From an optimization exercise on the open Yosys and OpenROAD flow, aimed at small area and a short achievable clock period; shortcuts taken in it are not production practice. No run shown here included a check of the RTL's function; only the layout flow was run. Power and IR drop assume default switching activity.

==> design/flow/design.v <==
module pwm_sched (
    input  wire        clk,
    input  wire        rst,         
    input  wire        tick,        
    input  wire        fault,       
    input  wire        cmd_valid,
    input  wire [31:0] cmd,
    output reg         rsp_valid,
    output reg         rsp_err,
    output wire [31:0] rsp_data,
    output wire [17:0] pwm_out
);
    localparam integer NCH   = 18;
    localparam integer DSPLIT = 6;              
    localparam [19:0]  NUM   = 20'd1000000;     
    localparam [15:0]  HELD  = 16'hFFFF;
    reg        initialized, running, disable_req, lock, fault_flag;
    reg [15:0] period_ticks;
    reg [15:0] counter;
    reg [15:0] compare;
    reg [4:0]  cursor;
    reg [31:0] period_count;
    reg [17:0] out;
    reg [31:0] rsp_q;                           
    reg        pend;                            
    reg [4:0]  pch;                             
    reg        ipend;                           
    reg        rdp;                             
    reg [15-DSPLIT:0] dv_q;                     
    reg [17:0] dv_d3;                           
    reg [16*NCH-1:0] sh;                        
    reg [5*NCH-1:0]  sr;                        
    reg [16*NCH-1:0] ap;                        
    reg [5*NCH-1:0]  ar;                        
    reg              aclr;                      
    assign pwm_out = out;
    integer i, k;
    function [17:0] div_step;                   
        input [15:0] r;                         
        input integer s;                        
        input [15:0] d;
        input [17:0] d3;                        
        integer w;                              
        reg [17:0] x, m1, m2, m3, t1, t2, t3, msk;
        reg g1, g2, g3;
        begin
            w   = (22 - s < 18) ? 22 - s : 18;
            msk = (18'd1 << w) - 18'd1;
            x   = {r, NUM[s+1], NUM[s]} & msk;
            m1  = {2'b0, d} & msk;
            m2  = {1'b0, d, 1'b0} & msk;
            if (w < 18)
                m3 = (({2'b0, d} & msk) + ({1'b0, d, 1'b0} & msk)) & msk;
            else
                m3 = d3;
            g1 = ({2'b0, d} <= msk)      && (x >= m1);
            g2 = ({2'b0, d} <= msk / 2)  && (x >= m2);
            g3 = ({2'b0, d} <= msk / 3)  && (x >= m3);
            t1 = x - m1;
            t2 = x - m2;
            t3 = x - m3;
            if (g3)      div_step = {2'd3, t3[15:0]};
            else if (g2) div_step = {2'd2, t2[15:0]};
            else if (g1) div_step = {2'd1, t1[15:0]};
            else         div_step = {2'd0, x[15:0]};
            if (20 - s < 16)
                div_step[15:0] = div_step[15:0] & ((16'd1 << (20 - s)) - 16'd1);
        end
    endfunction
    function [31:0] div_head;                   
        input [15:0] d;
        input [17:0] d3;
        reg [15:0] r; reg [15:0] q; reg [17:0] st; integer s;
        begin
            r = {12'd0, NUM[19:16]}; q = 16'd0;
            for (s = 14; s >= DSPLIT; s = s - 2) begin
                st = div_step(r, s, d, d3);
                q[s+1 -: 2] = st[17:16];
                r = st[15:0];
            end
            div_head = {r, q};
        end
    endfunction
    function [15:0] div_tail;                   
        input [15:0] rin;
        input [15:0] d;
        input [17:0] d3;
        reg [15:0] r; reg [15:0] q; reg [17:0] st; integer s;
        begin
            r = rin; q = 16'd0;
            for (s = DSPLIT - 2; s >= 0; s = s - 2) begin
                st = div_step(r, s, d, d3);
                q[s+1 -: 2] = st[17:16];
                r = st[15:0];
            end
            div_tail = q;
        end
    endfunction
    wire [17:0] hz3   = {2'b0, cmd[15:0]} + {1'b0, cmd[15:0], 1'b0};
    wire [31:0] dh    = div_head(cmd[15:0], hz3);
    wire [15:0] dt    = div_tail(rsp_q[31:16], rsp_q[15:0], dv_d3);
    wire [15:0] p_new = {dv_q, dt[DSPLIT-1:0]};
    wire [15:0] p_eff = ipend ? p_new : period_ticks;    
    assign rsp_data = ipend ? {16'd0, p_new} : rdp ? rd_data : rsp_q;
    wire [15:0] pv = rsp_q[15:0];
    reg  [4:0]  ro;                             
    reg  [NCH-1:0] lt;                          
    reg  [5*NCH-1:0] sr_eff;
    reg  [4:0]  nlo;
    always @* begin
        ro = 5'd0;
        for (k = 0; k < NCH; k = k + 1)
            if (pch == k[4:0]) ro = sr[5*k +: 5];
        nlo = 5'd0;
        for (k = 0; k < NCH; k = k + 1) begin
            lt[k] = (pv < sh[16*k +: 16]) || (pv == sh[16*k +: 16] && pch < k[4:0]);
            if (pch != k[4:0] && !lt[k]) nlo = nlo + 5'd1;
        end
        for (k = 0; k < NCH; k = k + 1) begin
            if (!pend)
                sr_eff[5*k +: 5] = sr[5*k +: 5];
            else if (pch == k[4:0])
                sr_eff[5*k +: 5] = nlo;
            else
                sr_eff[5*k +: 5] = sr[5*k +: 5] + {4'd0, lt[k]} - {4'd0, (ro < sr[5*k +: 5])};
        end
    end
    wire [15:0] counter_inc = counter + 16'd1;
    wire        wrap     = (counter_inc == period_ticks);   
    wire        run1     = running & ~fault;
    wire        tk       = tick & run1;
    wire        ps       = tk & wrap;                   
    wire        ps_dis   = ps & disable_req;
    wire        ld       = ps & ~disable_req & ~lock;   
    reg  [NCH-1:0] eqm;
    reg  [4:0]  neq;
    reg  [4:0]  cur2;
    reg  [4:0]  rq;
    reg  [15:0] pr_sh, pr_ap, pr;
    reg         match;
    reg  [15:0] target;
    reg  [15:0] cmp_w;
    always @* begin
        target = wrap ? 16'd0 : compare;
        for (k = 0; k < NCH; k = k + 1) begin
            if (!wrap)
                eqm[k] = aclr ? (compare == HELD) : (ap[16*k +: 16] == compare);
            else if (lock)
                eqm[k] = !aclr && (ap[16*k +: 16] == 16'd0);
            else
                eqm[k] = (sh[16*k +: 16] == 16'd0);
        end
        match = wrap ? (|eqm) : ((cursor < 5'd18) && (counter_inc == compare));
        neq = 5'd0;
        for (k = 0; k < NCH; k = k + 1)
            neq = neq + {4'd0, eqm[k]};
        cur2 = (wrap ? 5'd0 : cursor) + neq;
        rq   = match ? cur2 : 5'd0;
        pr_sh = 16'd0;
        pr_ap = 16'd0;
        for (k = 0; k < NCH; k = k + 1) begin
            if (sr_eff[5*k +: 5] == rq) pr_sh = pr_sh | sh[16*k +: 16];
            if (ar[5*k +: 5] == rq)     pr_ap = pr_ap | ap[16*k +: 16];
        end
        pr = (wrap && !lock) ? pr_sh : aclr ? HELD : pr_ap;
        cmp_w = (rq < 5'd18) ? pr : target;
    end
    reg        n_running, n_disable_req, n_fault;
    reg [15:0] n_counter, n_compare;
    reg [4:0]  n_cursor;
    reg [31:0] n_period_count;
    reg [17:0] n_out;
    always @* begin
        n_fault        = fault_flag | fault;
        n_running      = run1;
        n_disable_req  = disable_req & ~fault;
        n_counter      = counter;
        n_compare      = compare;
        n_cursor       = fault ? 5'd18 : cursor;
        n_period_count = period_count;
        n_out          = fault ? 18'd0 : out;
        if (tk) begin
            n_counter = wrap ? 16'd0 : counter_inc;
            if (ps_dis) begin
                n_running     = 1'b0;
                n_disable_req = 1'b0;
                n_cursor      = 5'd18;
            end else begin
                if (wrap) begin
                    n_out          = {NCH{1'b1}};
                    n_period_count = period_count + 32'd1;
                    n_cursor       = 5'd0;
                end
                if (match) begin
                    n_out    = n_out & ~eqm;
                    n_cursor = cur2;
                end
                if (wrap || match)
                    n_compare = cmp_w;
            end
        end
    end
    wire [3:0]  op  = cmd[31:28];
    wire [4:0]  wch = cmd[20:16];
    wire [15:0] w   = cmd[15:0];
    wire [7:0]  rn  = cmd[23:16];
    wire [15:0] wv  = (w == HELD) ? HELD : (w > 16'd5) ? (w - 16'd5) : 16'd0;
    wire c_nop   = cmd_valid && op == 4'h0;
    wire c_init  = cmd_valid && op == 4'h1;
    wire c_en    = cmd_valid && op == 4'h2;
    wire c_dis   = cmd_valid && op == 4'h3;
    wire c_lock  = cmd_valid && op == 4'h4;
    wire c_width = cmd_valid && op == 4'h5;
    wire c_read  = cmd_valid && op == 4'hC;
    wire init_ok  = c_init && cmd[27:16] == 12'd0 && !n_running && !n_fault && cmd[15:4] != 12'd0;
    wire en_ok    = c_en && cmd[27:0] == 28'd0 && !n_fault && initialized;
    wire dis_ok   = c_dis && cmd[27:0] == 28'd0;
    wire lock_ok  = c_lock && cmd[27:1] == 27'd0;
    wire width_ok = c_width && cmd[27:21] == 7'd0 && wch < 5'd18;
    wire rn_ok    = rn <= 8'h06 || (rn >= 8'h10 && rn <= 8'h21) || (rn >= 8'h30 && rn <= 8'h41);
    wire rd_ok    = c_read && cmd[27:24] == 4'd0 && cmd[15:0] == 16'd0 && rn_ok;
    wire [7:0] qn = rsp_q[7:0];
    reg [31:0] rd_data;
    always @* begin
        rd_data = 32'd0;
        if (qn == 8'h00)
            rd_data = {27'd0, fault_flag, lock, disable_req, running, initialized};
        else if (qn == 8'h01)
            rd_data = {16'd0, period_ticks};
        else if (qn == 8'h02)
            rd_data = {16'd0, counter};
        else if (qn == 8'h03)
            rd_data = {16'd0, compare};
        else if (qn == 8'h04)
            rd_data = {27'd0, cursor};
        else if (qn == 8'h05)
            rd_data = {14'd0, out};
        else if (qn == 8'h06)
            rd_data = period_count;
        else if (qn < 8'h30) begin
            for (k = 0; k < NCH; k = k + 1)
                if (qn[4:0] == k[4:0] + 5'd16) rd_data[15:0] = sh[16*k +: 16];
        end else if (aclr) begin
            rd_data[20:0] = {qn[4:0] + 5'd16, HELD};
        end else begin
            for (k = 0; k < NCH; k = k + 1)
                if (ar[5*k +: 5] == qn[4:0] + 5'd16)
                    rd_data[20:0] = rd_data[20:0] | {k[4:0], ap[16*k +: 16]};
        end
    end
    wire cmd_ok = init_ok | en_ok | dis_ok | lock_ok | width_ok | rd_ok |
                  (c_nop && cmd[27:0] == 28'd0);
    wire clr = rst | init_ok;                   
    wire [15:0] sh_d = wv | {16{clr}};          
    always @(posedge clk) begin
        if (rst) begin
            initialized  <= 1'b0;
            running      <= 1'b0;
            disable_req  <= 1'b0;
            lock         <= 1'b0;
            fault_flag   <= 1'b0;
            period_ticks <= 16'd0;
            counter      <= 16'd0;
            compare      <= 16'd0;
            cursor       <= 5'd18;
            period_count <= 32'd0;
            out          <= 18'd0;
            rsp_valid    <= 1'b0;
            rsp_err      <= 1'b0;
            pend         <= 1'b0;
            ipend        <= 1'b0;
            rdp          <= 1'b0;
            aclr         <= 1'b1;
        end else begin
            fault_flag   <= n_fault;
            period_ticks <= p_eff;
            period_count <= n_period_count;
            out          <= n_out;
            rsp_valid    <= cmd_valid;
            rsp_err      <= cmd_valid & ~cmd_ok;
            pend         <= width_ok;
            ipend        <= init_ok;
            rdp          <= rd_ok;
            aclr         <= init_ok | (aclr & ~ld);
            initialized <= initialized | init_ok;
            lock        <= init_ok ? 1'b0 : lock_ok ? cmd[0] : lock;
            if (init_ok)
                disable_req <= 1'b0;
            else if (en_ok)
                disable_req <= 1'b0;
            else if (dis_ok && n_running)
                disable_req <= 1'b1;
            else
                disable_req <= n_disable_req;
            running <= n_running | (en_ok & ~n_running);
            if (init_ok) begin
                counter <= 16'd0;
                compare <= 16'd0;
                cursor  <= 5'd18;
                period_count <= 32'd0;
            end else if (en_ok && !n_running) begin
                counter <= p_eff - 16'd1;
                compare <= n_compare;
                cursor  <= 5'd18;
            end else begin
                counter <= n_counter;
                compare <= n_compare;
                cursor  <= n_cursor;
            end
        end
    end
    always @(posedge clk) begin
        pch   <= wch;
        dv_q  <= dh[15:DSPLIT];
        dv_d3 <= hz3;
        if (init_ok)
            rsp_q <= {dh[31:16], cmd[15:0]};
        else if (width_ok)
            rsp_q <= {16'd0, wv};
        else if (rd_ok)
            rsp_q <= {24'd0, rn};
        else
            rsp_q <= 32'd0;
    end
    genvar g;
    generate
        for (g = 0; g < NCH; g = g + 1) begin : gch
            always @(posedge clk) begin
                if (clr || (width_ok && wch == g))
                    sh[16*g +: 16] <= sh_d;
                if (clr)
                    sr[5*g +: 5]   <= g;
                else
                    sr[5*g +: 5]   <= sr_eff[5*g +: 5];
                if (ld) begin
                    ap[16*g +: 16] <= sh[16*g +: 16];
                    ar[5*g +: 5]   <= sr_eff[5*g +: 5];
                end
            end
        end
    endgenerate
endmodule
==> design/flow/flow/run.sh <==
#!/bin/bash
# Own layout flow: the standard layout (standard.sh) with the synthesis
# step of flow/synth.tcl (ABC script below, adders left to ABC), and the
# port buffers made of buf_4 cells. Each tool's output is in orfs/logs;
# make's own output goes to flow_make.log in the work folder.
set -euo pipefail
W=$(cd "$(dirname "$0")/.." && pwd)
D=7000
printf 'strash\ndch\nmap -D %s\nstrash\ndch\nmap -D %s\ntopo\nstime -c\nbuffer -c\nupsize -c -D %s\ndnsize -c -D %s\nstime -c\n' $D $D $D $D > "$W/abc.script"
export MY_ABC_SCRIPT="$W/abc.script"
export MY_ABC_D=$D
bash "$W/standard.sh" SYNTH_SCRIPT="$W/flow/synth.tcl" ADDER_MAP_FILE= \
  BUFFER_PORTS_ARGS="-buffer_cell sky130_fd_sc_hd__buf_4" finish > "$W/flow_make.log" 2>&1
==> design/flow/flow/synth.tcl <==
proc synth {args} { yosys synth -nofsm -noshare {*}$args }
proc abc {args} {
  set rest {}
  set i 0
  while {$i < [llength $args]} {
    set a [lindex $args $i]
    if {$a eq "-script" || $a eq "-D"} { incr i 2; continue }
    lappend rest $a
    incr i
  }
  yosys abc -script $::env(MY_ABC_SCRIPT) -D $::env(MY_ABC_D) {*}$rest
}
source $::env(SCRIPTS_DIR)/synth.tcl
# left out here: clear keep_hierarchy, flatten, clean up, hide names made inside functions, write 1_2_yosys.v
==> design/flow/standard.sh <==
#!/bin/bash
# synth_recipe.tcl (not shown) runs the flow's synth.tcl, then flattens the netlist and writes it again
# the make line also repeats each setting of config.mk as NAME=value (left out here)
make -C /OpenROAD-flow-scripts/flow DESIGN_CONFIG=/design/flow/config.mk WORK_HOME=/design/flow/orfs CLKGATE_MAP_FILE= SYNTH_SCRIPT=/design/flow/synth_recipe.tcl "${@:-finish}"
==> design/flow/config.mk <==
export PLATFORM = sky130hd
export DESIGN_NAME = pwm_sched
export DESIGN_NICKNAME = pwm_sched
export VERILOG_FILES = /design/flow/design.v
export SDC_FILE = /design/flow/constraint.sdc
export NUM_CORES = 8
export LEC_CHECK = 0
export CAP_MARGIN = 20
export CORE_MARGIN = 2
export CORE_UTILIZATION = 35
export CTS_BUF_LIST = sky130_fd_sc_hd__clkbuf_8
export PLACE_DENSITY = 0.5
export SLEW_MARGIN = 20
==> design/flow/constraint.sdc <==
create_clock -name core_clock -period 100.0 [get_ports {clk}]
set_input_delay 20.0000 -clock core_clock [delete_from_list [all_inputs] [get_ports {clk}]]
set_output_delay 20.0000 -clock core_clock [all_outputs]
set_load 0.01 [all_outputs]
==> metrics.md, run 1 <==
| Metric | Value |
|---|---|
| Number of flip-flops and latches in the synthesized netlist | 933 |
| Detailed router's first-iteration violation count | 17403 |
| Max FO, Critical Path | 31 |
| Sum of negative setup slack | 0 ns |
| Slowest-stage cell, CP | sky130_fd_sc_hd__o21ai_1 |
| Clock tree from TritonCTS | yes |
| Kind of critical path | register to primary output |
| Ports placed on the boundary | 89 |
| Area of the mapped netlist | 0.0699 mm2 |
| Synth top area share | 28.6% |
| Resize count post-CTS | 0 |
| Post-CTS Setup Repair Bufs | 0 |
| Mean instance size in the synthesized netlist | 7.39 um2 |
| Horizontal die dimension | 451 um |
| Clock insertion delay at the later pin of the skew report | 1.03 ns |
| Sequential element share of the synthesized area | 36.3% |
| Number of slew-limit violations in the final report | 0 |
| TritonCTS Buffers | 179 |
| # port buffers | 88 |
| Most area-consuming cells after synthesis | sky130_fd_sc_hd__edfxtp_1 (29%), sky130_fd_sc_hd__nor2_1 (7.7%), sky130_fd_sc_hd__dfxtp_1 (7.6%) |
| Met2 track utilization from global routing | 72.7% |
| Most common cell after layout, fill and taps aside | sky130_fd_sc_hd__nor2_1 |
| Cell occurring most often along the worst timing path | sky130_fd_sc_hd__nor2_1 |
| Clock transition at path regs | 0.06 ns |
| Share of the clock period used by the worst path | 31.4% |
| Number of failing hold endpoints at the final stage | 0 |
| Vias in the first global route | 79107 |
| Met3 Use GR | 26.7% |
| Final-stage net count | 9751 |
| TritonCTS sink count | 933 |
| Number of standard cells after synthesis | 9460 |
| Clock tree root driver cell | sky130_fd_sc_hd__clkbuf_8 |
| Share of flip-flops with an asynchronous set or reset after synthesis | 0% |
| Period minus WS final | 31.38 ns |
| Largest voltage drop on the vdd net | 0.0132 mV |
| Library cell occupying the most area in the post-synthesis netlist | sky130_fd_sc_hd__edfxtp_1 |
| Antenna violations before repair | 69 |
| Fill count | 20736 |
| # setup viols final | 0 |
| Clk buf depth | 3 |
| Fraction of met1 tracks used by global routing | 61.7% |
| Worst slew slack as a fraction of its limit | 7.46% |
| Post-route DRC | 0 |
| Average detailed-routed wire length per instance | 44.6 um |
| Worst clock skew | 0.0795 ns |
| Number of synthesized flops with an enable pin | 666 |
| Height of the die | 451 um |
| Result of the run | finished clean |
| Top_reg_cell synth | sky130_fd_sc_hd__edfxtp_1 |
| Layout Area Growth over Synthesis | 13.4% |
| Req. time, crit path | 80.00 ns |
| GRT Total Usage | 53.1% |
| Mapped Nets | 9497 |
| Unrepaired setup endpoints after global routing | false |
| Maxcap violations | 0 |
| Most used routing layer | met2 |
| Hold-fix buffers at CTS | 0 |
| Floorplan row count | 164 |
| First-pass detailed-route iteration total | 17 |
| Power Total | 992 uW |
| Number of unique standard cell types used by synthesis | 101 |
| Most frequent cells in the layout | sky130_fd_sc_hd__nor2_1 (1426), sky130_fd_sc_hd__inv_1 (1305), sky130_fd_sc_hd__nand2_1 (978) |
| Initial cell density of the core | 35.1% |
| Ratio of cells with drive above 1 in the final layout | 11.4% |
| Total wire length after detailed routing | 562000 um |
| Largest stage delay on the critical path | 0.81 ns |
| GR Overflow Total | 0 |
| Pin count of the biggest net entering global routing | 165 |
| Final HPWL DP | 436000 um |
| Post-detailed-route count of antenna-violating nets | 0 |
| Total core area | 0.199 mm2 |
| Worst-Margin Slew | 1.38 ns |
| Data arrival, critical path | 11.38 ns |
| Vias per Instance | 7.06 |
| Wire length of the first global-routing pass | 729000 um |
| Fmax achieved | 0.0319 GHz |
| Type of the worst min-delay path | register to register |
| Cell leakage power | 0.0307 uW |
| Power density relative to cell area | 12.5 mW/mm2 |
| Placer's final routability congestion estimate | 1.21 |
| Type of element capturing the critical path | primary output |
| Via count | 88843 |
| Crit path launch type | register |
| Number of H-tree levels | 4 |
| Die outline area | 0.203 mm2 |
| Synthesis Warnings | 1 |
[where the power goes]
| group | internal, uW | switching, uW | total, uW |
|---|---|---|---|
| Combinational | 28.8 | 91.3 | 120 |
| Sequential | 428 | 35.3 | 463 |
| Clock | 208 | 201 | 409 |
| Total | 664 | 328 | 992 |
[path summary, 6_finish.rpt]
check | from | end | slack [ns] | cells after the start
setup / recovery | rsp_q[2]$_DFF_P_ | rsp_data[0] | 68.62 | 51
hold / removal | sh[215]$_DFFE_PP_ | ap[215]$_DFFE_PP_ | 0.45 | 0
setup reg to reg | counter[0]$_SDFFE_PP0P_ | compare[14]$_SDFFE_PP0P_ | 84.84 | 64
hold reg to reg | sh[215]$_DFFE_PP_ | ap[215]$_DFFE_PP_ | 0.45 | 0
[cell families after synthesis]
logic type / after synthesis / share of synthesized area (%)
simple gates: 3440 / 21.7
fa+ha+maj: 1 / 0.0143
xor+xnor: 376 / 4.73
flops: 933 / 36.3
compound gates: 2958 / 27.4
buf+inv: 1752 / 9.80
[synth_stat cells (13+ instances only)]
cell                        instances
sky130_fd_sc_hd__o211ai_1          82
sky130_fd_sc_hd__o21ai_0          647
sky130_fd_sc_hd__nor4_1           172
sky130_fd_sc_hd__o31ai_1           21
sky130_fd_sc_hd__nand2_2           36
sky130_fd_sc_hd__o21ai_1           60
sky130_fd_sc_hd__nor3_1           183
sky130_fd_sc_hd__o21a_1            20
sky130_fd_sc_hd__buf_4             25
sky130_fd_sc_hd__nor2_2            35
sky130_fd_sc_hd__buf_2             50
sky130_fd_sc_hd__a21oi_1          568
sky130_fd_sc_hd__inv_1           1265
sky130_fd_sc_hd__a22oi_1          174
sky130_fd_sc_hd__o2111ai_1         34
sky130_fd_sc_hd__inv_2             46
sky130_fd_sc_hd__or2_2             59
sky130_fd_sc_hd__a221oi_1         214
sky130_fd_sc_hd__o311ai_0          13
sky130_fd_sc_hd__xnor2_1          117
sky130_fd_sc_hd__buf_1             47
sky130_fd_sc_hd__buf_6             13
sky130_fd_sc_hd__or2_1             14
sky130_fd_sc_hd__a31oi_1           47
sky130_fd_sc_hd__clkinv_1          50
sky130_fd_sc_hd__o22ai_1          605
sky130_fd_sc_hd__edfxtp_1         666
sky130_fd_sc_hd__nand3_1          258
sky130_fd_sc_hd__nand4_1          153
sky130_fd_sc_hd__nand2_1          983
sky130_fd_sc_hd__a21oi_2           27
sky130_fd_sc_hd__a211oi_1          99
sky130_fd_sc_hd__and2_1            19
sky130_fd_sc_hd__xor2_1           257
sky130_fd_sc_hd__dfxtp_1          267
sky130_fd_sc_hd__nor2_1          1439
sky130_fd_sc_hd__a2111oi_0         78
sky130_fd_sc_hd__clkbuf_1         249
sky130_fd_sc_hd__o21ai_2           17
sky130_fd_sc_hd__nand3_2           20
sky130_fd_sc_hd__o221ai_1         119
[stage by stage]
stage	worst slack [ns]	instances	hold WS [ns]	instance area (um2)	util, %
6_report	68.62	12587	0.452	79300	39.8
5_1_grt	68.21	12526	0.475	79100	39.7
4_1_cts	68.99	12510	0.451	78900	39.6
3_5_place_dp	69.78	12179	0.439	75300	37.8
3_3_place_gp	69.73	12179	0.435	75300	37.8
2_1_floorplan	61.57	9460	0.426	69900	-
[metal layers]
| metal | share of wire, % | vias up |
|---|---|---|
| met2 | 39 | 9015 |
| li1 | - | 34549 |
| met4 | 11 | 24 |
| met3 | 16 | 2563 |
| met1 | 35 | 42692 |
| met5 | 0.058 | - |
[layout make-up]
| class | count | area [um2] | area share [%] |
|---|---|---|---|
| Tap cell | 2656 | 3320 | 4.19 |
| Timing Repair Buffer | 459 | 3510 | 4.43 |
| Clock buffer | 192 | 2640 | 3.33 |
| Antenna cell | 67 | 168 | 0.212 |
| Multi-Input combinational cell | 6775 | 38100 | 48.1 |
| Inverter | 1366 | 5140 | 6.49 |
| Clock inverter | 139 | 980 | 1.24 |
| Sequential cell | 933 | 25400 | 32.0 |
[worst max-delay path, delay by kind of cell (launching register included)]
family	cells	cell delay [ns]
AO/OA/AOI/OAI	23	5.49
AND/OR/NAND/NOR	20	2.39
buffers and inverters	7	1.64
flip-flops	1	0.66
XOR/XNOR	1	0.18
[flip-flops by register name, indices dropped and copies added, names as in the netlist, 18 cells and up]
signal and count:
sh 288, period_count 32, ar 90, ap 288
dv_d3 18, sr 90, rsp_q 30, out 18
==> run 2: changes to the inputs <==
--- a/design/flow/flow/run.sh
+++ b/design/flow/flow/run.sh
@@ -5,7 +5,7 @@
 # make's own output goes to flow_make.log in the work folder.
 set -euo pipefail
 W=$(cd "$(dirname "$0")/.." && pwd)
-D=7000
+D=6000
 printf 'strash\ndch\nmap -D %s\nstrash\ndch\nmap -D %s\ntopo\nstime -c\nbuffer -c\nupsize -c -D %s\ndnsize -c -D %s\nstime -c\n' $D $D $D $D > "$W/abc.script"
 export MY_ABC_SCRIPT="$W/abc.script"
 export MY_ABC_D=$D
--- a/design/flow/config.mk
+++ b/design/flow/config.mk
@@ -9,5 +9,7 @@
 export CORE_MARGIN = 2
 export CORE_UTILIZATION = 35
 export CTS_BUF_LIST = sky130_fd_sc_hd__clkbuf_8
+export CTS_CLUSTER_DIAMETER = 60
+export CTS_CLUSTER_SIZE = 12
 export PLACE_DENSITY = 0.5
 export SLEW_MARGIN = 20
==> run 2 against run 1 <==
Compared with the run above: non-clock buffer count up 31; synthesized cell count up 5.9%; sequential cell count unchanged; area after synthesis up 3.3%; still clean on timing, DRC and antenna; sequential share of layout area down 0.73 points.
==> metrics.md, run 2 <==
| Metric | Value |
|---|---|
| Hold-fix buffers at CTS | 0 |
| Pin count of the biggest net entering global routing | 78 |
| Clock transition at path regs | 0.08 ns |
| Area of the mapped netlist | 0.0722 mm2 |
| Synth top area share | 27.7% |
| Crit path launch type | register |
| PnR worst setup slack | 68.63 ns |
| Clock tree from TritonCTS | yes |
| Result of the run | finished clean |
| Share of flip-flops with an asynchronous set or reset after synthesis | 0% |
| Top_reg_cell synth | sky130_fd_sc_hd__edfxtp_1 |
| Number of flip-flops and latches in the synthesized netlist | 933 |
| Worst Hold Launch | cursor[3]$_SDFF_PP0_ |
| Number of slew-limit violations in the final report | 0 |
| Clock tree root driver cell | sky130_fd_sc_hd__clkbuf_8 |
| Most common cell after layout, fill and taps aside | sky130_fd_sc_hd__nor2_1 |
| GRT Total Usage | 55.4% |
| Worst slew slack as a fraction of its limit | 8.77% |
| Largest voltage drop on the vdd net | 0.0154 mV |
| # port buffers | 88 |
| Worst-Margin Slew | 1.36 ns |
| Period minus WS final | 31.37 ns |
| Clock insertion delay at the later pin of the skew report | 1.05 ns |
| GR Overflow Total | 0 |
| Total wire length after detailed routing | 606000 um |
| Sum of negative setup slack | 0 ns |
| Wire length of the first global-routing pass | 783000 um |
| Worst setup slack for register-to-register paths | 84.86 ns |
| CP delay by family, top | simple AND/OR/NAND/NOR gates |
| Cell leakage power | 0.0318 uW |
| Fmax achieved | 0.0319 GHz |
| Synthesis Warnings | 1 |
| Antenna violations before repair | 96 |
| Ports placed on the boundary | 89 |
| Final HPWL DP | 468000 um |
| Ratio of cells with drive above 1 in the final layout | 10.2% |
| Type of the worst min-delay path | register to register |
| Number of H-tree levels | 4 |
| Pre-CTS WS | 69.76 ns |
| R2R Path Start | pch[4]$_DFF_P_ |
| Largest regs | ap (288), sh (288) |
| Library cell occupying the most area in the post-synthesis netlist | sky130_fd_sc_hd__edfxtp_1 |
| Worst r2r path cells | 51 |
| # setup viols final | 0 |
| Max Used Layer | met5 |
| Post-detailed-route count of antenna-violating nets | 0 |
| Number of standard cells after synthesis | 10016 |
| Most numerous cell types in the synthesized netlist | sky130_fd_sc_hd__nor2_1 (1542), sky130_fd_sc_hd__inv_1 (1379), sky130_fd_sc_hd__nand2_1 (1163) |
| Vias in the first global route | 84736 |
| Power density relative to cell area | 12.0 mW/mm2 |
| Max FO, Critical Path | 18 |
| Final-stage net count | 10268 |
| Mapped Nets | 10053 |
| Most area-consuming cells after synthesis | sky130_fd_sc_hd__edfxtp_1 (28%), sky130_fd_sc_hd__nor2_1 (8.0%), sky130_fd_sc_hd__dfxtp_1 (7.4%) |
| Number of failing hold endpoints at the final stage | 0 |
| Number of unique standard cell types used by synthesis | 106 |
| TritonCTS sink count | 933 |
| Met1 wire length | 200000 um |
| First-pass detailed-route iteration total | 13 |
| Via count | 95553 |
| Worst clock skew | 0.0789 ns |
| Floorplan row count | 166 |
| Height of the die | 458 um |
| Post-CTS Setup Repair Bufs | 0 |
| Maxcap violations | 0 |
| Most frequent cells in the layout | sky130_fd_sc_hd__nor2_1 (1532), sky130_fd_sc_hd__inv_1 (1403), sky130_fd_sc_hd__nand2_1 (1153) |
| Data arrival, critical path | 11.37 ns |
| Placer's final routability congestion estimate | 1.20 |
| Average detailed-routed wire length per instance | 46.2 um |
| TritonCTS Buffers | 133 |
| Vias per Instance | 7.28 |
| Type of element capturing the critical path | primary output |
| Share of the clock period used by the worst path | 31.4% |
| Total core area | 0.205 mm2 |
| Initial cell density of the core | 35.3% |
| Number of synthesized flops with an enable pin | 666 |
| Cell occurring most often along the worst timing path | sky130_fd_sc_hd__nor2_1 |
| Met2 WL post-DR | 236000 um |
| Detailed router's first-iteration violation count | 19741 |
| Critical R2R Capture | compare[4]$_SDFFE_PP0P_ |
| Mean instance size in the synthesized netlist | 7.21 um2 |
| Resize count post-CTS | 0 |
| Number of cells traversed by the worst hold path | 2 |
| Layout Area Growth over Synthesis | 12.3% |
| Req. time, crit path | 80.00 ns |
| Post-route DRC | 0 |
| Combined area of the multi-input logic cells | 0.0400 mm2 |
| Largest stage delay on the critical path | 1.02 ns |
| Horizontal die dimension | 458 um |
| Area occupied by registers | 0.0254 mm2 |
| Unrepaired setup endpoints after global routing | false |
| Clk buf depth | 3 |
| Sequential element share of the synthesized area | 35.1% |
| Fill count | 21349 |
| Most numerous cell in the Yosys netlist | sky130_fd_sc_hd__nor2_1 |
| End of the worst hold path | cursor[3]$_SDFF_PP0_ |
| Critical path buffers and inverters | 7 |
| Slowest-stage cell, CP | sky130_fd_sc_hd__dfxtp_2 |
| Kind of critical path | register to primary output |
| Die outline area | 0.210 mm2 |
| Total met3 wirelength after detailed routing | 96000 um |
-- run 2: cell types whose count changed in the layout (fill, tap and decap cells not counted), sizes merged, moves of 38 or more --
cell / before / now
nand4: 153 / 324
nand2: 1029 / 1195
inv: 1366 / 1480
nor2: 1484 / 1570
clkinv: 118 / 53
nand3: 280 / 345
a221oi: 216 / 162
clkbuf: 192 / 140
xor2: 258 / 211
a22oi: 174 / 129
nor3: 186 / 229
diode: 67 / 105
-- run 2: routing by layer --
| metal | GRT usage [%] | vias to the layer above |
|---|---|---|
| met3 | 28.4 | 3167 |
| li1 | - | 36525 |
| met4 | 51.7 | 34 |
| met2 | 76.8 | 10309 |
| met1 | 60.6 | 45518 |
| met5 | 0.735 | - |
-- run 2: cell type report --
type | count | area share, %
Multi-Input combinational cell | 7227 | 49.3
Sequential cell | 933 | 31.3
Inverter | 1446 | 6.71
Timing Repair Buffer | 490 | 4.60
Tap cell | 2688 | 4.15
Clock buffer | 138 | 2.34
Clock inverter | 103 | 1.26
Antenna cell | 105 | 0.324
-- run 2: tightest hold or removal path: cells and delay by family, from the launching register on --
family	cells	cell delay, ns
AO/OA/AOI/OAI	1	0.06
flip-flops	1	0.33
AND/OR/NAND/NOR	1	0.06
-- run 2: how the worst max path moves through the flow --
stage | from | end | slack (ns) | depth (start not counted)
6_report | rsp_q[2]$_DFF_P_ | rsp_data[1] | 68.63 | 42
5_1_grt | rsp_q[16]$_SDFF_PN0_ | rsp_data[1] | 67.99 | 45
2_1_floorplan | fault | aclr$_SDFF_PP1_ | 62.22 | 9
3_3_place_gp | cmd[1] | rsp_q[24]$_SDFF_PN0_ | 69.91 | 51
3_5_place_dp | cmd[5] | rsp_q[24]$_SDFF_PN0_ | 69.76 | 49
4_1_cts | rsp_q[0]$_DFF_P_ | rsp_data[0] | 69.09 | 47
-- run 2: per-stage QoR --
stage	hold WS, ns	utilization [%]	total power, uW	cell area, um2	std cells
CTS	0.489	39.4	947	80700	13019
global route	0.523	39.5	974	80900	13038
detailed placement	0.446	38.0	596	77800	12778
floorplan	0.414	-	512	72200	10016
finish	0.487	39.6	971	81100	13130
global placement	0.438	37.9	596	77700	12774
-- run 2: cells by family (layout without fill, tap and decap cells) --
| family | after synthesis | count (layout) | synth area share (%) |
|---|---|---|---|
| flip-flops | 933 | 933 | 35.1 |
| other | 0 | 105 | 0 |
| XOR/XNOR | 330 | 330 | 4.02 |
| AO/OA/AOI/OAI | 2914 | 2914 | 26.3 |
| buffers and inverters | 1856 | 2177 | 9.96 |
| adder cells (fa/ha/maj) | 1 | 1 | 0.0139 |
| AND/OR/NAND/NOR | 3982 | 3982 | 24.6 |
-- run 2: report_power, final --
part	leakage, uW	internal, uW	switching [uW]
Clock	0.00158	166	199
Combinational	0.0218	31.5	106
Sequential	0.00837	427	40.8
Total	0.0318	625	346
==> run 3: changes to the inputs <==
--- a/design/flow/flow/run.sh
+++ b/design/flow/flow/run.sh
@@ -5,7 +5,7 @@
 # make's own output goes to flow_make.log in the work folder.
 set -euo pipefail
 W=$(cd "$(dirname "$0")/.." && pwd)
-D=6000
+D=7000
 printf 'strash\ndch\nmap -D %s\nstrash\ndch\nmap -D %s\ntopo\nstime -c\nbuffer -c\nupsize -c -D %s\ndnsize -c -D %s\nstime -c\n' $D $D $D $D > "$W/abc.script"
 export MY_ABC_SCRIPT="$W/abc.script"
 export MY_ABC_D=$D
==> run 3 against run 2 <==
Compared with the run above: sequential power shrank 1%; area after synthesis shrank 3.2%; synthesized cell count shrank 5.6%; core utilization shrank 0.29 points; register-to-register slack lost 0.07 ns; setup slack gained 0.10 ns; global-route usage shrank 2.4 points; critical path depth grew 4; worst hold slack lost 0.026 ns; cell area shrank 3.5%; combinational power shrank 13%.
==> metrics.md, run 3 <==
| Metric | Value |
|---|---|
| Top_reg_cell synth | sky130_fd_sc_hd__edfxtp_1 |
| Most area-consuming cells after synthesis | sky130_fd_sc_hd__edfxtp_1 (29%), sky130_fd_sc_hd__nor2_1 (7.7%), sky130_fd_sc_hd__dfxtp_1 (7.6%) |
| Total core area | 0.199 mm2 |
| Synth top area share | 28.6% |
| Sum of negative setup slack | 0 ns |
| Post-CTS Setup Repair Bufs | 0 |
| Post-detailed-route count of antenna-violating nets | 0 |
| Vias per Instance | 7.07 |
| Net Switching | 322 uW |
| Post-route DRC | 0 |
| Mean instance size in the synthesized netlist | 7.39 um2 |
| Library cell occupying the most area in the post-synthesis netlist | sky130_fd_sc_hd__edfxtp_1 |
| Height of the die | 451 um |
| # port buffers | 88 |
| Largest voltage drop on the vdd net | 0.0118 mV |
| Share of flip-flops with an asynchronous set or reset after synthesis | 0% |
| Wire length of the first global-routing pass | 727000 um |
| Via count | 88286 |
| Hold slack | 0.461 ns |
| Unrepaired setup endpoints after global routing | false |
| Average detailed-routed wire length per instance | 44.8 um |
| Pin count of the biggest net entering global routing | 165 |
| Internal Pwr Total | 602 uW |
| Antenna violations before repair | 69 |
| Die outline area | 0.203 mm2 |
| Fmax achieved | 0.0320 GHz |
| Number of H-tree levels | 4 |
| Total wire length after detailed routing | 560000 um |
| Placer's final routability congestion estimate | 1.21 |
| Ratio of cells with drive above 1 in the final layout | 10.9% |
| # setup viols final | 0 |
| Most numerous cell types in the synthesized netlist | sky130_fd_sc_hd__nor2_1 (1439), sky130_fd_sc_hd__inv_1 (1265), sky130_fd_sc_hd__nand2_1 (983) |
| GR Overflow Total | 0 |
| Layout Area Growth over Synthesis | 12.0% |
| Max FO, Critical Path | 31 |
| Clk pwr share | 36.9% |
| Worst Hold Launch | sh[215]$_DFFE_PP_ |
| Mapped Nets | 9497 |
| Req. time, crit path | 80.00 ns |
| Floorplan row count | 164 |
| Maxcap violations | 0 |
| Number of unique standard cell types used by synthesis | 101 |
| Data arrival, critical path | 11.27 ns |
| Detailed router's first-iteration violation count | 17294 |
| End of the worst hold path | ap[215]$_DFFE_PP_ |
| Share of the clock period used by the worst path | 31.3% |
| Worst slew slack as a fraction of its limit | 9.24% |
| Sequential share of power | 50.1% |
| Final HPWL DP | 436000 um |
| Synthesis Warnings | 1 |
| First-pass detailed-route iteration total | 13 |
| Number of cells traversed by the worst hold path | 0 |
| Number of flip-flops and latches in the synthesized netlist | 933 |
| Power Total | 923 uW |
| Kind of critical path | register to primary output |
| Slowest-stage cell, CP | sky130_fd_sc_hd__o21ai_1 |
| Clk buf depth | 3 |
| Final-stage net count | 9698 |
| Number of slew-limit violations in the final report | 0 |
| Type of the worst min-delay path | register to register |
| Power density relative to cell area | 11.8 mW/mm2 |
| Clock tree from TritonCTS | yes |
| Most frequent cells in the layout | sky130_fd_sc_hd__nor2_1 (1427), sky130_fd_sc_hd__inv_1 (1284), sky130_fd_sc_hd__nand2_1 (978) |
| Type of element capturing the critical path | primary output |
| Worst clock skew | 0.0844 ns |
| Number of standard cells after synthesis | 9460 |
| Worst r2r path cells | 64 |
| R2R Path Start | counter[0]$_SDFFE_PP0P_ |
| Initial cell density of the core | 35.1% |
| Most numerous cell in the Yosys netlist | sky130_fd_sc_hd__nor2_1 |
| Sequential element share of the synthesized area | 36.3% |
| TritonCTS sink count | 933 |
| Clock tree root driver cell | sky130_fd_sc_hd__clkbuf_8 |
| Largest regs | ap (288), sh (288) |
| Net Sw Frac | 34.8% |
| Relative contribution of combinational cells to total power | 13.0% |
| Placed instance count | 12179 |
| Ports placed on the boundary | 89 |
| GRT Total Usage | 53.0% |
| TritonCTS Buffers | 131 |
| Worst-Margin Slew | 1.36 ns |
| Largest stage delay on the critical path | 0.76 ns |
| Post-layout instance area | 0.0783 mm2 |
| Cell leakage power | 0.0301 uW |
| Vias in the first global route | 78803 |
| Most common cell after layout, fill and taps aside | sky130_fd_sc_hd__nor2_1 |
| Crit path launch type | register |
| Critical R2R Capture | compare[14]$_SDFFE_PP0P_ |
| Number of synthesized flops with an enable pin | 666 |
| Horizontal die dimension | 451 um |
| Post-placement cell area | 0.0753 mm2 |
| Post-layout instance count excluding filler cells | 12483 |
| Result of the run | finished clean |
| Worst setup slack for register-to-register paths | 84.79 ns |
| Period minus WS final | 31.27 ns |
| Number of failing hold endpoints at the final stage | 0 |
| Resize count post-CTS | 0 |
| Area of the mapped netlist | 0.0699 mm2 |
| Clock insertion delay at the later pin of the skew report | 1.02 ns |
| Clock transition at path regs | 0.08 ns |
| Hold-fix buffers at CTS | 0 |
## run 3: metal layers
| metal | track usage, % | vias up | share of wire [%] |
|---|---|---|---|
| li1 | - | 34448 | - |
| met1 | 61.3 | 42445 | 35 |
| met2 | 72.6 | 8907 | 39 |
| met3 | 27.0 | 2460 | 16 |
| met4 | 42.5 | 26 | 10 |
| met5 | 0.284 | - | 0.031 |
## run 3: worst max-delay path by stage
stage	endpoint	start
after floorplan	aclr$_SDFF_PP1_	fault
after global placement	rsp_q[27]$_SDFF_PN0_	cmd[2]
after detailed placement	rsp_q[27]$_SDFF_PN0_	cmd[2]
after CTS	rsp_data[0]	rsp_q[2]$_DFF_P_
after global routing	rsp_data[0]	rsp_q[2]$_DFF_P_
final	rsp_data[0]	rsp_q[2]$_DFF_P_
## run 3: final cells by class
| type | instances | area, um2 |
|---|---|---|
| clock inverters | 98 | 816 |
| flip-flops and latches | 933 | 25400 |
| inverters | 1366 | 5140 |
| diodes | 65 | 163 |
| multi-input cells | 6775 | 38100 |
| fillers | 20774 | 121000 |
| well taps | 2656 | 3320 |
| repair buffers | 454 | 3450 |
| clock buffers | 136 | 1870 |
## run 3: kinds of logic (layout without fill, tap and decap cells)
logic type / count (synthesis) / after routing / share of synthesized area [%]
buffers and inverters: 1752 / 2054 / 9.80
DFF: 933 / 933 / 36.3
and+or+nand+nor: 3440 / 3440 / 21.7
adders and majority gates: 1 / 1 / 0.0143
other: 0 / 65 / 0
AOI/OAI and AO/OA: 2958 / 2958 / 27.4
xor gates and xnor gates: 376 / 376 / 4.73
## run 3: power by group through the flow
| stage | logic [uW] | clock network, uW | registers, uW |
|---|---|---|---|
| after detailed placement | 111 | 0 | 465 |
| after floorplan | 62.7 | 0 | 445 |
| after CTS | 112 | 337 | 456 |
| after global routing | 122 | 352 | 458 |
| after global placement | 112 | 0 | 466 |
| final | 120 | 341 | 462 |
## run 3: per-stage QoR
step	worst slack [ns]	util, %
6_report	68.73	39.3
2_1_floorplan	61.57	-
3_5_place_dp	69.78	37.8
4_1_cts	69.00	39.2
5_1_grt	68.20	39.2
3_3_place_gp	69.73	37.8
## run 3: critical path: cells and delay by family, from the launching register on
family	cells	cell delay, ns
AND/OR/NAND/NOR	13	1.98
AO/OA/AOI/OAI	28	5.95
flip-flops	1	0.67
buffers and inverters	5	1.63
==> run 4: changes to the inputs <==
--- a/design/flow/design.v
+++ b/design/flow/design.v
@@ -28,6 +28,7 @@
     reg        rdp;                             
     reg [15-DSPLIT:0] dv_q;                     
     reg [17:0] dv_d3;                           
+    reg [15:0] dv_hzn;                          
     reg [16*NCH-1:0] sh;                        
     reg [5*NCH-1:0]  sr;                        
     reg [16*NCH-1:0] ap;                        
@@ -83,13 +84,14 @@
     endfunction
     function [15:0] div_tail;                   
         input [15:0] rin;
-        input [15:0] d;
+        input [15:0] d;                         
+        input [15:0] dl;                        
         input [17:0] d3;
         reg [15:0] r; reg [15:0] q; reg [17:0] st; integer s;
         begin
             r = rin; q = 16'd0;
             for (s = DSPLIT - 2; s >= 0; s = s - 2) begin
-                st = div_step(r, s, d, d3);
+                st = div_step(r, s, (s == DSPLIT - 2) ? d : dl, d3);
                 q[s+1 -: 2] = st[17:16];
                 r = st[15:0];
             end
@@ -98,7 +100,7 @@
     endfunction
     wire [17:0] hz3   = {2'b0, cmd[15:0]} + {1'b0, cmd[15:0], 1'b0};
     wire [31:0] dh    = div_head(cmd[15:0], hz3);
-    wire [15:0] dt    = div_tail(rsp_q[31:16], rsp_q[15:0], dv_d3);
+    wire [15:0] dt    = div_tail(rsp_q[31:16], rsp_q[15:0], ~dv_hzn, dv_d3);
     wire [15:0] p_new = {dv_q, dt[DSPLIT-1:0]};
     wire [15:0] p_eff = ipend ? p_new : period_ticks;    
     assign rsp_data = ipend ? {16'd0, p_new} : rdp ? rd_data : rsp_q;
@@ -313,6 +315,7 @@
         pch   <= wch;
         dv_q  <= dh[15:DSPLIT];
         dv_d3 <= hz3;
+        dv_hzn <= ~cmd[15:0];
         if (init_ok)
             rsp_q <= {dh[31:16], cmd[15:0]};
         else if (width_ok)
==> run 4 against run 3 <==
Compared with the run above: global-route usage up 0.75 points; wire length is 1.5% higher; clock skew grew 0.0080 ns; cell area rose by 0.78%; register-to-register slack better by 0.20 ns; synthesized cell count rose by 0.15%; combinational power is 4% higher; area after synthesis grew 0.12%.
==> metrics.md, run 4 <==
| Metric | Value |
|---|---|
| # port buffers | 88 |
| Detailed router's first-iteration violation count | 17153 |
| Critical R2R Capture | compare[4]$_SDFFE_PP0P_ |
| Hold-fix buffers at CTS | 0 |
| Vias in the first global route | 78853 |
| Horizontal die dimension | 451 um |
| Synthesis Warnings | 1 |
| Most area-consuming cells after synthesis | sky130_fd_sc_hd__edfxtp_1 (29%), sky130_fd_sc_hd__dfxtp_1 (8.1%), sky130_fd_sc_hd__nor2_1 (7.5%) |
| Crit path launch type | register |
| Most common cell after layout, fill and taps aside | sky130_fd_sc_hd__nor2_1 |
| # setup viols final | 0 |
| Req. time, crit path | 80.00 ns |
| Internal Pwr Total | 620 uW |
| Net Switching | 337 uW |
| Unrepaired setup endpoints after global routing | false |
| Post-placement cell area | 0.0755 mm2 |
| Type of the worst min-delay path | register to register |
| Clock insertion delay at the later pin of the skew report | 1.05 ns |
| Net Sw Frac | 35.2% |
| Worst-Margin Slew | 1.39 ns |
| Sum of negative setup slack | 0 ns |
| Worst slew slack as a fraction of its limit | 7.21% |
| GRT Total Usage | 53.7% |
| Number of H-tree levels | 4 |
| Placed instance count | 12223 |
| Die outline area | 0.204 mm2 |
| Via count | 88792 |
| Cell occurring most often along the worst timing path | sky130_fd_sc_hd__nand2_1 |
| Largest regs | ap (288), sh (288) |
| Data arrival, critical path | 11.05 ns |
| Worst setup slack for register-to-register paths | 84.99 ns |
| Power density relative to cell area | 12.1 mW/mm2 |
| Synth top area share | 28.6% |
| Average detailed-routed wire length per instance | 45.2 um |
| R2R Path Start | counter[0]$_SDFFE_PP0P_ |
| Initial cell density of the core | 35.1% |
| Number of failing hold endpoints at the final stage | 0 |
| Worst r2r path cells | 67 |
| Ports placed on the boundary | 89 |
| Post-layout instance count excluding filler cells | 12569 |
| Fmax achieved | 0.0322 GHz |
| Relative contribution of combinational cells to total power | 13.1% |
| Cell leakage power | 0.0311 uW |
| Library cell occupying the most area in the post-synthesis netlist | sky130_fd_sc_hd__edfxtp_1 |
| Clock tree root driver cell | sky130_fd_sc_hd__clkbuf_8 |
| Mapped Nets | 9511 |
| Result of the run | finished clean |
| Placer's final routability congestion estimate | 1.26 |
| Largest stage delay on the critical path | 0.71 ns |
| Final-stage net count | 9758 |
| Top_reg_cell synth | sky130_fd_sc_hd__edfxtp_1 |
| Mean instance size in the synthesized netlist | 7.39 um2 |
| Hold slack | 0.441 ns |
| Area of the mapped netlist | 0.0700 mm2 |
| Slowest-stage cell, CP | sky130_fd_sc_hd__nor2_2 |
| First-pass detailed-route iteration total | 14 |
| Floorplan row count | 164 |
| GR Overflow Total | 0 |
| Final HPWL DP | 442000 um |
| Post-CTS Setup Repair Bufs | 0 |
| Post-detailed-route count of antenna-violating nets | 0 |
| Sequential element share of the synthesized area | 36.7% |
| Post-route DRC | 0 |
| Clk buf depth | 3 |
| Pin count of the biggest net entering global routing | 82 |
| Most frequent cells in the layout | sky130_fd_sc_hd__nor2_1 (1395), sky130_fd_sc_hd__inv_1 (1383), sky130_fd_sc_hd__nand2_1 (1020) |
| Clock tree from TritonCTS | yes |
| Number of standard cells after synthesis | 9474 |
| Number of synthesized flops with an enable pin | 666 |
| Fill count | 20764 |
| Total core area | 0.199 mm2 |
| Combined area of the multi-input logic cells | 0.0375 mm2 |
| Clk pwr share | 37.5% |
| Layout Area Growth over Synthesis | 12.7% |
| Source of the critical timing path | rsp_q[2]$_DFF_P_ |
| Max FO, Critical Path | 23 |
| Ratio of cells with drive above 1 in the final layout | 10.8% |
| Height of the die | 451 um |
| Antenna violations before repair | 97 |
| Maxcap violations | 0 |
| Area occupied by registers | 0.0257 mm2 |
| Worst clock skew | 0.0924 ns |
| Wire length of the first global-routing pass | 736000 um |
| Number of flip-flops and latches in the synthesized netlist | 949 |
| Share of the clock period used by the worst path | 31.1% |
| Total wire length after detailed routing | 568000 um |
| Number of slew-limit violations in the final report | 0 |
| Resize count post-CTS | 0 |
| Kind of critical path | register to primary output |
| Most numerous cell types in the synthesized netlist | sky130_fd_sc_hd__nor2_1 (1402), sky130_fd_sc_hd__inv_1 (1364), sky130_fd_sc_hd__nand2_1 (1022) |
| TritonCTS Buffers | 139 |
| TritonCTS sink count | 949 |
| Largest voltage drop on the vdd net | 0.0128 mV |
| Number of unique standard cell types used by synthesis | 112 |
| Most numerous cell in the Yosys netlist | sky130_fd_sc_hd__nor2_1 |
| Post-layout instance area | 0.0789 mm2 |
| Vias per Instance | 7.06 |
| Period minus WS final | 31.05 ns |
| Critical path destination | rsp_data[0] |
| Share of flip-flops with an asynchronous set or reset after synthesis | 0% |
| Type of element capturing the critical path | primary output |
| Sequential share of power | 49.4% |
| Clock transition at path regs | 0.09 ns |
-- run 4: worst min-delay path by stage --
| stage | cells past startpoint | to | startpoint |
|---|---|---|---|
| final | 0 | ap[128]$_DFFE_PP_ | sh[128]$_DFFE_PP_ |
| after detailed placement | 0 | ap[128]$_DFFE_PP_ | sh[128]$_DFFE_PP_ |
| after floorplan | 0 | ap[0]$_DFFE_PP_ | sh[0]$_DFFE_PP_ |
| after CTS | 0 | ap[128]$_DFFE_PP_ | sh[128]$_DFFE_PP_ |
| after global routing | 0 | ap[147]$_DFFE_PP_ | sh[147]$_DFFE_PP_ |
| after global placement | 0 | ap[147]$_DFFE_PP_ | sh[147]$_DFFE_PP_ |
-- run 4: layout make-up --
class                   count  share of cell area (%)
clock inverters           107                    1.15
clock buffers             144                    2.51
flip-flops and latches    949                    32.6
multi-input cells        6684                    47.6
inverters                1462                    6.98
well taps                2656                    4.21
repair buffers            485                    4.73
diodes                     82                   0.260
-- run 4: power by group through the flow --
stage | Sequential (uW) | Clock, uW | Combinational (uW)
after detailed placement | 475 | 0 | 116
after CTS | 466 | 355 | 116
after floorplan | 452 | 0 | 64.5
after global routing | 468 | 371 | 128
after global placement | 475 | 0 | 116
final | 472 | 359 | 125
-- run 4: cells by family (layout without fill, tap and decap cells) --
group                      after synthesis  in the layout  share of synthesized area [%]
and+or+nand+nor                       3395           3395                           21.2
xor gates and xnor gates               379            379                           4.83
other                                    0             82                              0
AOI/OAI and AO/OA                     2909           2909                           27.0
DFF                                    949            949                           36.7
adders and majority gates                1              1                         0.0143
buffers and inverters                 1841           2198                           10.4
-- run 4: stage by stage --
stage                     power (uW)  util (%)  worst slack, ns
final                            956      39.6            68.95
after global routing             966      39.5            68.48
after CTS                        937      39.3            69.28
after detailed placement         591      37.9            69.55
after global placement           591      37.9            69.47
after floorplan                  516         -            62.12
-- run 4: metal layers --
layer | wire length, um | GRT usage (%)
met1 | 197000 | 61.7
met2 | 219000 | 73.1
met3 | 88700 | 27.3
met4 | 63100 | 46.0
met5 | 324 | 0.0237
-- run 4: critical path, delay by kind of cell, from the launching register on --
kind | cells | cell delay [ns]
AOI/OAI and AO/OA | 23 | 4.72
and+or+nand+nor | 19 | 2.92
buffers and inverters | 7 | 2.04
DFF | 1 | 0.32
==> run 5: changes to the inputs <==
--- a/design/flow/design.v
+++ b/design/flow/design.v
@@ -28,7 +28,6 @@
     reg        rdp;                             
     reg [15-DSPLIT:0] dv_q;                     
     reg [17:0] dv_d3;                           
-    reg [15:0] dv_hzn;                          
     reg [16*NCH-1:0] sh;                        
     reg [5*NCH-1:0]  sr;                        
     reg [16*NCH-1:0] ap;                        
@@ -84,14 +83,13 @@
     endfunction
     function [15:0] div_tail;                   
         input [15:0] rin;
-        input [15:0] d;                         
-        input [15:0] dl;                        
+        input [15:0] d;
         input [17:0] d3;
         reg [15:0] r; reg [15:0] q; reg [17:0] st; integer s;
         begin
             r = rin; q = 16'd0;
             for (s = DSPLIT - 2; s >= 0; s = s - 2) begin
-                st = div_step(r, s, (s == DSPLIT - 2) ? d : dl, d3);
+                st = div_step(r, s, d, d3);
                 q[s+1 -: 2] = st[17:16];
                 r = st[15:0];
             end
@@ -100,7 +98,7 @@
     endfunction
     wire [17:0] hz3   = {2'b0, cmd[15:0]} + {1'b0, cmd[15:0], 1'b0};
     wire [31:0] dh    = div_head(cmd[15:0], hz3);
-    wire [15:0] dt    = div_tail(rsp_q[31:16], rsp_q[15:0], ~dv_hzn, dv_d3);
+    wire [15:0] dt    = div_tail(rsp_q[31:16], rsp_q[15:0], dv_d3);
     wire [15:0] p_new = {dv_q, dt[DSPLIT-1:0]};
     wire [15:0] p_eff = ipend ? p_new : period_ticks;    
     assign rsp_data = ipend ? {16'd0, p_new} : rdp ? rd_data : rsp_q;
@@ -315,7 +313,6 @@
         pch   <= wch;
         dv_q  <= dh[15:DSPLIT];
         dv_d3 <= hz3;
-        dv_hzn <= ~cmd[15:0];
         if (init_ok)
             rsp_q <= {dh[31:16], cmd[15:0]};
         else if (width_ok)
==> design/flow/flow/run.sh (replaced) <==
#!/bin/bash
# Own layout flow: the standard layout (standard.sh) with the synthesis
# step of flow/synth.tcl (ABC script below, adders left to ABC, gate sizing
# against a wire-load model with realistic wire capacitance), and the port
# buffers made of buf_4 cells. Each tool's output is in orfs/logs; make's own
# output goes to flow_make.log in the work folder.
set -euo pipefail
W=$(cd "$(dirname "$0")/.." && pwd)
D=7000
printf 'strash\ndch\nmap -D %s\nstrash\ndch\nmap -D %s\ntopo\nstime -c\nbuffer -c\nupsize -c -D %s\ndnsize -c -D %s\nstime -c\n' $D $D $D $D > "$W/abc.script"
LIB="$FLOW_HOME/platforms/sky130hd/lib/sky130_fd_sc_hd__tt_025C_1v80.lib"
sed -e 's/^\(\s*capacitance : \)1.42e-05;/\11.5e-04;/' "$LIB" > "$W/abc_wl.lib"
export MY_ABC_SCRIPT="$W/abc.script"
export MY_ABC_D=$D
export MY_ABC_LIB="$W/abc_wl.lib"
bash "$W/standard.sh" SYNTH_SCRIPT="$W/flow/synth.tcl" ADDER_MAP_FILE= \
  BUFFER_PORTS_ARGS="-buffer_cell sky130_fd_sc_hd__buf_4" finish > "$W/flow_make.log" 2>&1
--- a/design/flow/flow/synth.tcl
+++ b/design/flow/flow/synth.tcl
@@ -5,6 +5,11 @@
   while {$i < [llength $args]} {
     set a [lindex $args $i]
     if {$a eq "-script" || $a eq "-D"} { incr i 2; continue }
+    if {$a eq "-liberty" && [info exists ::env(MY_ABC_LIB)]} {
+      lappend rest -liberty $::env(MY_ABC_LIB)
+      incr i 2
+      continue
+    }
     lappend rest $a
     incr i
   }
==> run 5 against run 4 <==
Compared with the run above: sequential power is 1% lower; sequential cell count shrank 16; still clean; worst hold slack gained 0.015 ns; largest power group unchanged; synthesized cell count rose by 4.2%; critical path depth is 4 lower.
==> metrics.md, run 5 <==
| Metric | Value |
|---|---|
| GR Overflow Total | 0 |
| Area occupied by registers | 0.0254 mm2 |
| Post-layout instance count excluding filler cells | 12719 |
| Share of flip-flops with an asynchronous set or reset after synthesis | 0% |
| Most area-consuming cells after synthesis | sky130_fd_sc_hd__edfxtp_1 (26%), sky130_fd_sc_hd__dfxtp_1 (6.9%), sky130_fd_sc_hd__nor2_1 (6.4%) |
| Synth top area share | 25.9% |
| Total core area | 0.220 mm2 |
| Net Switching | 338 uW |
| Ratio of cells with drive above 1 in the final layout | 17.4% |
| Placed instance count | 12422 |
| Pin count of the biggest net entering global routing | 140 |
| Net Sw Frac | 34.7% |
| Clock tree root driver cell | sky130_fd_sc_hd__clkbuf_8 |
| Max FO, Critical Path | 21 |
| Critical path buffers and inverters | 6 |
| Cell leakage power | 0.0305 uW |
| Clock tree from TritonCTS | yes |
| Layout Area Growth over Synthesis | 6.06% |
| Power density relative to cell area | 11.9 mW/mm2 |
| Largest regs | ap (288), sh (288) |
| Number of synthesized flops with an enable pin | 666 |
| Post-CTS Setup Repair Bufs | 0 |
| Sequential share of power | 47.9% |
| Worst-Margin Slew | 1.32 ns |
| Final-stage net count | 9647 |
| Largest voltage drop on the vdd net | 0.0123 mV |
| Data arrival, critical path | 10.45 ns |
| Clk buf depth | 3 |
| Mean instance size in the synthesized netlist | 7.83 um2 |
| Horizontal die dimension | 474 um |
| Die outline area | 0.225 mm2 |
| Clock transition at path regs | 0.08 ns |
| Req. time, crit path | 80.00 ns |
| Most frequent cells in the layout | sky130_fd_sc_hd__nor2_1 (1318), sky130_fd_sc_hd__inv_1 (1053), sky130_fd_sc_hd__nand2_1 (843) |
| Combined area of the multi-input logic cells | 0.0414 mm2 |
| First-pass detailed-route iteration total | 12 |
| Number of unique standard cell types used by synthesis | 139 |
| Most numerous cell in the Yosys netlist | sky130_fd_sc_hd__nor2_1 |
| Via count | 86194 |
| Height of the die | 474 um |
| Number of standard cells after synthesis | 9873 |
| Sum of negative setup slack | 0 ns |
| Ports placed on the boundary | 89 |
| CP delay by family, top | compound AO/OA/AOI/OAI gates |
| Crit path launch type | register |
| Mapped Nets | 9910 |
| Kind of critical path | register to primary output |
| TritonCTS sink count | 933 |
| Most common cell after layout, fill and taps aside | sky130_fd_sc_hd__nor2_1 |
| Share of the clock period used by the worst path | 30.5% |
| Internal Pwr Total | 635 uW |
| Number of H-tree levels | 4 |
| Vias in the first global route | 76624 |
| Detailed router's first-iteration violation count | 16373 |
| Hold slack | 0.456 ns |
| GRT Total Usage | 48.3% |
| Average detailed-routed wire length per instance | 44.2 um |
| Antenna violations before repair | 84 |
| Final HPWL DP | 436000 um |
| Hold-fix buffers at CTS | 0 |
| Vias per Instance | 6.78 |
| Maxcap violations | 0 |
| TritonCTS Buffers | 138 |
| Floorplan row count | 172 |
| Area of the mapped netlist | 0.0773 mm2 |
| Type of element capturing the critical path | primary output |
| Most numerous cell types in the synthesized netlist | sky130_fd_sc_hd__nor2_1 (1325), sky130_fd_sc_hd__inv_1 (1044), sky130_fd_sc_hd__nand2_1 (855) |
| Clock insertion delay at the later pin of the skew report | 1.03 ns |
| Wire length of the first global-routing pass | 727000 um |
| Relative contribution of combinational cells to total power | 13.1% |
| Result of the run | finished clean |
| Initial cell density of the core | 35.2% |
| Number of slew-limit violations in the final report | 0 |
| Library cell occupying the most area in the post-synthesis netlist | sky130_fd_sc_hd__edfxtp_1 |
| Unrepaired setup endpoints after global routing | false |
| Fill count | 22920 |
| Total wire length after detailed routing | 563000 um |
| Number of failing hold endpoints at the final stage | 0 |
| Synthesis Warnings | 1 |
| Placer's final routability congestion estimate | 1.13 |
| Number of flip-flops and latches in the synthesized netlist | 933 |
| Post-route DRC | 0 |
| Sequential element share of the synthesized area | 32.8% |
| Worst slew slack as a fraction of its limit | 10.8% |
| Fmax achieved | 0.0328 GHz |
| Resize count post-CTS | 0 |
| # port buffers | 88 |
| Slowest-stage cell, CP | sky130_fd_sc_hd__dfxtp_2 |
| # setup viols final | 0 |
| Worst clock skew | 0.0950 ns |
| Largest stage delay on the critical path | 1.00 ns |
| Type of the worst min-delay path | register to register |
| Post-detailed-route count of antenna-violating nets | 0 |
| Cell occurring most often along the worst timing path | sky130_fd_sc_hd__nor2_4 |
| Clk pwr share | 39.0% |
| Period minus WS final | 30.45 ns |
| Top_reg_cell synth | sky130_fd_sc_hd__edfxtp_1 |
[run 5: cell types whose count changed after synthesis, moves of 61 or more]
| cell | previous run | this run |
|---|---|---|
| sky130_fd_sc_hd__nand2_4 | 3 | 74 |
| sky130_fd_sc_hd__o22ai_1 | 661 | 598 |
| sky130_fd_sc_hd__inv_1 | 1364 | 1044 |
| sky130_fd_sc_hd__nand2_1 | 1022 | 855 |
| sky130_fd_sc_hd__buf_1 | 44 | 135 |
| sky130_fd_sc_hd__clkinv_1 | 34 | 109 |
| sky130_fd_sc_hd__inv_2 | 58 | 152 |
| sky130_fd_sc_hd__buf_6 | 14 | 113 |
| sky130_fd_sc_hd__buf_8 | 0 | 67 |
| sky130_fd_sc_hd__nor2_1 | 1402 | 1325 |
| sky130_fd_sc_hd__clkbuf_1 | 251 | 331 |
| sky130_fd_sc_hd__nor2_4 | 7 | 68 |
| sky130_fd_sc_hd__nand2_2 | 25 | 94 |
[run 5: power groups by stage]
| stage | combinational (uW) | clock [uW] | sequential (uW) |
|---|---|---|---|
| 3_5_place_dp | 121 | 0 | 468 |
| 3_3_place_gp | 121 | 0 | 468 |
| 4_1_cts | 121 | 378 | 459 |
| 2_1_floorplan | 81.3 | 0 | 441 |
| 5_1_grt | 131 | 392 | 461 |
| 6_report | 128 | 379 | 465 |
[run 5: final timing paths]
check	from	endpoint	slack [ns]	depth (start not counted)
setup / recovery	rsp_q[2]$_DFF_P_	rsp_data[1]	69.55	45
hold reg to reg	sh[42]$_DFFE_PP_	ap[42]$_DFFE_PP_	0.46	0
hold / removal	sh[42]$_DFFE_PP_	ap[42]$_DFFE_PP_	0.46	0
setup reg to reg	rsp_q[2]$_DFF_P_	compare[6]$_SDFFE_PP0P_	85.97	51
[run 5: per-layer routing]
metal,track usage [%],up-vias,share of wire (%)
li1,-,34373,-
met1,60.7,42350,38
met2,63.4,7571,37
met3,25.6,1832,16
met4,30.5,68,7.8
met5,1.06,-,0.14
[run 5: kinds of logic after synthesis]
group / count (synthesis) / share of synthesized area [%]
xor gates and xnor gates: 376 / 4.36
adders and majority gates: 1 / 0.0129
AOI/OAI and AO/OA: 2958 / 26.5
buffers and inverters: 2165 / 14.2
and+or+nand+nor: 3440 / 22.1
DFF: 933 / 32.8
[run 5: cell type report]
type / count / share of cell area (%)
Clock buffer: 140 / 2.35
Multi-Input combinational cell: 6775 / 50.4
Timing Repair Buffer: 396 / 3.69
Antenna cell: 48 / 0.146
Inverter: 1366 / 6.55
Sequential cell: 933 / 30.9
Clock inverter: 103 / 1.39
Tap cell: 2958 / 4.51
[run 5: through the flow]
stage / cell area (um2) / utilization (%) / power [uW] / setup WS [ns]
6_report: 82000 / 37.3 / 972 / 69.55
5_1_grt: 81900 / 37.3 / 985 / 69.18
4_1_cts: 81700 / 37.2 / 958 / 69.77
3_5_place_dp: 78600 / 35.8 / 589 / 70.19
3_3_place_gp: 78600 / 35.8 / 590 / 70.31
2_1_floorplan: 77300 / - / 522 / 61.89

static timing again, ports no longer ideal:
No port has a modelled driver above. Below, the same layouts with a new extraction and two added sets of constraints. Step 1 sets driving cells, clkbuf_16 on the clock port and buf_2 on the other inputs (assumed; they add their load-dependent delay and slew). Step 2 adds t to the input delays and takes it off the output delays; t is the mean of the earliest and latest rising clock arrival at the registers after step 1. Input paths then give back, and output paths get back, about the clock's delay inside the block. Slacks: no drivers / after step 1 / after step 2; pairs: no drivers / after step 1.
| run | t (ns) | setup slack, ns | worst register clock-pin slew, ns | worst data-port slew with drivers (ns) | cell pins on the clock port's net |
|---|---|---|---|---|---|
| run 1 | 1.099 | 68.624 / 68.518 / 69.486 | 0.10 / 0.10 | 0.05 | 1 |
| run 2 | 1.115 | 68.631 / 68.525 / 69.355 | 0.10 / 0.10 | 0.11 | 1 |
| run 3 | 1.069 | 68.733 / 68.641 / 69.449 | 0.09 / 0.09 | 0.05 | 1 |
| run 4 | 1.121 | 68.949 / 68.835 / 69.189 | 0.09 / 0.09 | 0.14 | 1 |
| run 5 | 1.075 | 69.550 / 69.450 / 70.115 | 0.09 / 0.09 | 0.13 | 1 |
After both steps every run listed still meets setup and hold.
